This is an optimization exercise on Yosys and OpenROAD, whose aim is small area, not a production implementation.
Only simulation tests tie the RTL to the original design; equivalence was not proved.

Setup of run A:
Design vig_permcore, start of the top module:
module vig_permcore (
    input  wire       clk,
    input  wire       rst,         
    input  wire       in_valid,
    input  wire [1:0] in_op,       
    input  wire [7:0] in_data,
    input  wire [7:0] in_key,
    output wire       in_ready,
    output reg        out_valid,
    output wire [7:0] out_data,
    input  wire       out_ready,
    output reg        pvalid
);
Size in the first run: ~970 cells after synthesis, about 33 I/O pins, roughly 8900 sq um of cells after synthesis.
==> module vig_permcore, before the edit <==
module vig_permcore (
    input  wire       clk,
    input  wire       rst,         
    input  wire       in_valid,
    input  wire [1:0] in_op,       
    input  wire [7:0] in_data,
    input  wire [7:0] in_key,
    output wire       in_ready,
    output reg        out_valid,
    output wire [7:0] out_data,
    input  wire       out_ready,
    output reg        pvalid
);
    localparam OP_SEED      = 2'd0;
    localparam OP_SEED_LAST = 2'd1;
    localparam OP_ENC       = 2'd2;
    localparam OP_DEC       = 2'd3;
    function automatic [31:0] add;
        input [31:0] a;
        input [31:0] b;
        input        cin;
        integer n;
        reg c;
        begin
            c = cin;
            for (n = 0; n < 32; n = n + 1) begin
                add[n] = a[n] ^ b[n] ^ c;
                c = (a[n] & b[n]) | (a[n] & c) | (b[n] & c);
            end
        end
    endfunction
    reg        busy;        
    reg        start;       
    reg        fin;         
    reg        bld;         
    reg        bwd;         
    reg        hashing;     
    reg [15:0] h;           
    reg [15:0] s0;          
    reg [15:0] sf;          
    reg [7:0]  k;           
    reg [1:0]  ph;          
    reg [7:0]  r;           
    reg [7:0]  p;           
    reg [7:0]  key;         
    wire [15:0] s = (bwd ^ start) ? s0 : sf;
    assign in_ready = !busy && (!out_valid || out_ready);
    wire in_fire  = in_valid && in_ready && !rst;
    wire out_fire = out_valid && out_ready;
    assign out_data = p;
    wire [15:0] hh     = hashing ? h : 16'd5381;
    wire [31:0] h33    = add({11'd0, hh, 5'd0}, {16'd0, hh}, 1'b0);
    wire [31:0] h_sum  = add(h33, {24'd0, in_data}, 1'b0);
    wire [15:0] h_next = h_sum[15:0];
    wire        fw  = !bwd;
    wire [31:0] a1  = add({14'd0, s, fw ? 2'b11 : 2'b01}, {16'd0, s} ^ {32{bwd}}, 1'b1);
    wire [31:0] a2  = add({9'd0, a1[18:0], fw ? 4'b1110 : 4'b0011}, {13'd0, a1[18:0]} ^ {32{fw}}, fw);
    wire [31:0] gw  = add({6'd0, a2[21:0], 4'b1110}, {10'd0, a2[21:0]}, 1'b0);
    wire [15:0] mc  = bwd ? {gw[8:0], 6'b111111, gw[25]} : a2[15:0];
    wire [15:0] mb  = bwd ? gw[24:9] : {9'd0, a2[22:16]};
    wire [31:0] md  = add({16'd0, mc}, ~{16'd0, mb}, 1'b1);
    wire [31:0] mr  = add({16'd0, md[15:0]}, 32'd0, md[16]);               
    wire [15:0] sn  = mr[15:0];
    wire [7:0]  byt  = (bwd && ph[1]) ? key : s[7:0];
    wire [3:0]  nib  = ph[0] ? byt[3:0] : byt[7:4];
    wire        big  = (k[7:4] != 4'd0) || (k[3:0] == 4'hf);    
    wire [7:0]  r_in = {r[7:4], r[3:0] | ({4{ph == 2'd1 && big}} & byt[7:4])};
    reg  [7:0]  q;
    reg  [31:0] t;
    integer b;
    always @* begin
        q = r_in;
        for (b = 3; b >= 0; b = b - 1) begin
            t = add({23'd0, q, nib[b]}, {23'd0, 1'b1, ~k}, 1'b0);    
            q = t[9] ? t[7:0] : {q[6:0], nib[b]};
        end
    end
    wire [7:0] j    = q;
    wire       hit  = (p == k) || (p == j);
    wire [7:0] p_tr = hit ? (p ^ k ^ j) : p;
    wire [31:0] pk  = add({24'd0, p}, {24'd0, key ^ {8{!bwd}}}, !bwd);   
    wire last_ph = (ph == 2'd3);
    wire k_end   = bwd ? (k == 8'd255) : (k == 8'd1);
    wire [7:0] k_nx = bwd ? k + 8'd1 : k - 8'd1;
    always @(posedge clk) begin
        if (rst) begin
            busy      <= 1'b0;
            start     <= 1'b0;
            fin       <= 1'b0;
            hashing   <= 1'b0;
            pvalid    <= 1'b0;
            out_valid <= 1'b0;
        end else begin
            if (out_fire) out_valid <= 1'b0;
            if (in_fire) begin
                if (in_op == OP_SEED) begin
                    h       <= h_next;
                    hashing <= 1'b1;
                end else begin
                    busy  <= 1'b1;
                    start <= 1'b1;
                    bld   <= (in_op == OP_SEED_LAST);
                    bwd   <= (in_op == OP_ENC);
                    k     <= (in_op == OP_ENC) ? 8'd1 : 8'd255;
                    ph    <= (in_op == OP_ENC) ? 2'd0 : 2'd1;
                    r     <= 8'd0;
                    p     <= in_data;
                    key   <= in_key;
                    if (in_op == OP_SEED_LAST) begin
                        s0      <= h_next;
                        hashing <= 1'b0;
                    end
                end
            end
            if (start) begin
                start <= 1'b0;
                if (bwd) begin
                    s0  <= sn;
                    key <= s[7:0];
                    p   <= pk[7:0];
                end else
                    sf  <= sn;
            end else if (fin) begin
                fin  <= 1'b0;
                busy <= 1'b0;
                if (bld) begin
                    pvalid <= 1'b1;
                end else begin
                    out_valid <= 1'b1;
                    if (!bwd) p <= pk[7:0];
                end
            end else if (busy) begin
                r  <= last_ph ? 8'd0 : q;
                ph <= ph + 2'd1;
                if (ph[0] && !(last_ph && k_end)) begin
                    if (bwd) s0 <= sn;
                    else     sf <= sn;
                end
                if (bwd && last_ph) key <= s[7:0];
                if (last_ph) begin
                    p <= p_tr;
                    if (k_end)
                        fin <= 1'b1;
                    else begin
                        k  <= k_nx;
                        ph <= (k_nx[7:4] != 4'd0 || k_nx[3:0] == 4'hf) ? 2'd1 : 2'd0;
                    end
                end
            end
        end
    end
endmodule
export LEC_CHECK = 0
export ABC_AREA = 1
export CAP_MARGIN = 20
export CORE_MARGIN = 2
export CORE_UTILIZATION = 50
export PLACE_DENSITY = 0.65
export SLEW_MARGIN = 20
create_clock -name core_clock -period 55.0 [get_ports {clk}]
standard.sh (not shown) runs the stock make flow with config.mk's settings and CLKGATE_MAP_FILE= SYNTH_SCRIPT=/design/flow/synth_recipe.tcl, a recipe that flattens the netlist after the stock synthesis.
==> flow/flow/run.sh <==
#!/bin/bash
# Own layout flow.
# 1. the standard synthesis, unchanged.
# 2. Full adders flipped where that saves inversions (a full adder with every input
#    and output inverted computes the same), then the combinational logic, except the
#    adder cells, re-mapped by Yosys and ABC for area; every register keeps its
#    instance name, cell and connections.
# 3. the standard layout of that netlist, with the smallest buffer on the ports
#    and a clock tree of small buffers without dummy loads.
# Each tool writes its full output to a log file here.
set -euo pipefail
res=orfs/results/sky130hd/vig_permcore/base
lib=$FLOW_HOME/platforms/sky130hd/lib/sky130_fd_sc_hd__tt_025C_1v80.lib

bash standard.sh synth > synth.log 2>&1

python3 flow/mklib.py "$lib" comb.lib > mklib.log 2>&1
cp "$res/1_2_yosys.v" standard_1_2_yosys.v
python3 flow/faflip.py standard_1_2_yosys.v flipped.v > faflip.log 2>&1
cat > reopt.ys <<EOY
read_liberty -lib $lib
read_liberty -overwrite comb.lib
read_verilog flipped.v
hierarchy -top $FLOW_TOP
flatten
opt -purge
abc -liberty comb.lib -script flow/abc_area.script
setundef -zero
hilomap -singleton -hicell sky130_fd_sc_hd__conb_1 HI -locell sky130_fd_sc_hd__conb_1 LO
splitnets
opt_clean -purge
rename -hide w:*.*
opt_clean -purge
stat -liberty $lib
write_verilog -noattr -nohex -nodec reopt.v
EOY
yosys -l reopt.log -s reopt.ys > /dev/null 2>&1
cp reopt.v "$res/1_2_yosys.v"
touch "$res/1_2_yosys.v"

bash standard.sh finish \
  BUFFER_PORTS_ARGS="-buffer_cell sky130_fd_sc_hd__buf_1" \
  CTS_ARGS="-sink_clustering_enable -repair_clock_nets -dont_use_dummy_load -buf_list {sky130_fd_sc_hd__clkbuf_4 sky130_fd_sc_hd__clkbuf_8}" \
  > layout.log 2>&1
Other scripts of this flow, unchanged in this note and not shown: flow/flow/abc_area.script, flow/flow/faflip.py, flow/flow/mklib.py
Run A ended with every stage complete and zero timing, DRC or antenna violations.
What run B does differently from run A at the input level:
--- a/flow/design.v
+++ b/flow/design.v
@@ -36,5 +36,4 @@
     reg        bwd;         
     reg        hashing;     
-    reg [15:0] h;           
     reg [15:0] s0;          
     reg [15:0] sf;          
@@ -49,6 +48,6 @@
     wire out_fire = out_valid && out_ready;
     assign out_data = p;
-    wire [15:0] hh     = hashing ? h : 16'd5381;
-    wire [31:0] h33    = add({11'd0, hh, 5'd0}, {16'd0, hh}, 1'b0);
+    wire [15:0] h      = hashing ? s0 : 16'd5381;
+    wire [31:0] h33    = add({11'd0, h, 5'd0}, {16'd0, h}, 1'b0);
     wire [31:0] h_sum  = add(h33, {24'd0, in_data}, 1'b0);
     wire [15:0] h_next = h_sum[15:0];
@@ -95,5 +94,5 @@
             if (in_fire) begin
                 if (in_op == OP_SEED) begin
-                    h       <= h_next;
+                    s0      <= h_next;
                     hashing <= 1'b1;
                 end else begin
### Flow results
Hold slack: run B > run A
Routed wire in run B totals less than in run A.
Delta (run B minus run A): sequential share of cell area saw a decrease; final non-filler cell total saw a decrease.
Run A → run B: post-placement cell count moved down; met3 usage moved up.
Re global-route usage: run A was lower than run B.
The run showing the smaller total iterations of the first detailed-routing run is run B.
Status: setup slack parity (run B, run A)

separate check: timing with driven ports:
No port has a modelled driver above. Below, the same layouts with a new extraction and two added sets of constraints. Step 1 assumes that a clkbuf_16 drives the clock port and a buf_2 every other input. Step 2 moves the port delays by t, midway between the first and last clock arrival at a register: inputs arrive t later, outputs are due t later. That takes back most of the time a late clock gives input paths. Three values: ideal, step 1, step 2; two values: the first two.
| run | t (ns) | setup slack, ns | worst setup path at the end | clock arrival spread, ns | worst register clock-pin slew, ns |
|---|---|---|---|---|---|
| run A | 0.383 | 32.556 / 32.531 / 32.531 | input to output | 0.025 / 0.025 | 0.09 / 0.09 |
| run B | 0.394 | 32.556 / 32.533 / 32.533 | input to output | 0.029 / 0.029 | 0.09 / 0.09 |
After both steps setup and hold are still met in every run listed. The setup slack of run A, which loses most, moves by -0.025 ns with the drivers and by -0.025 ns with both steps.
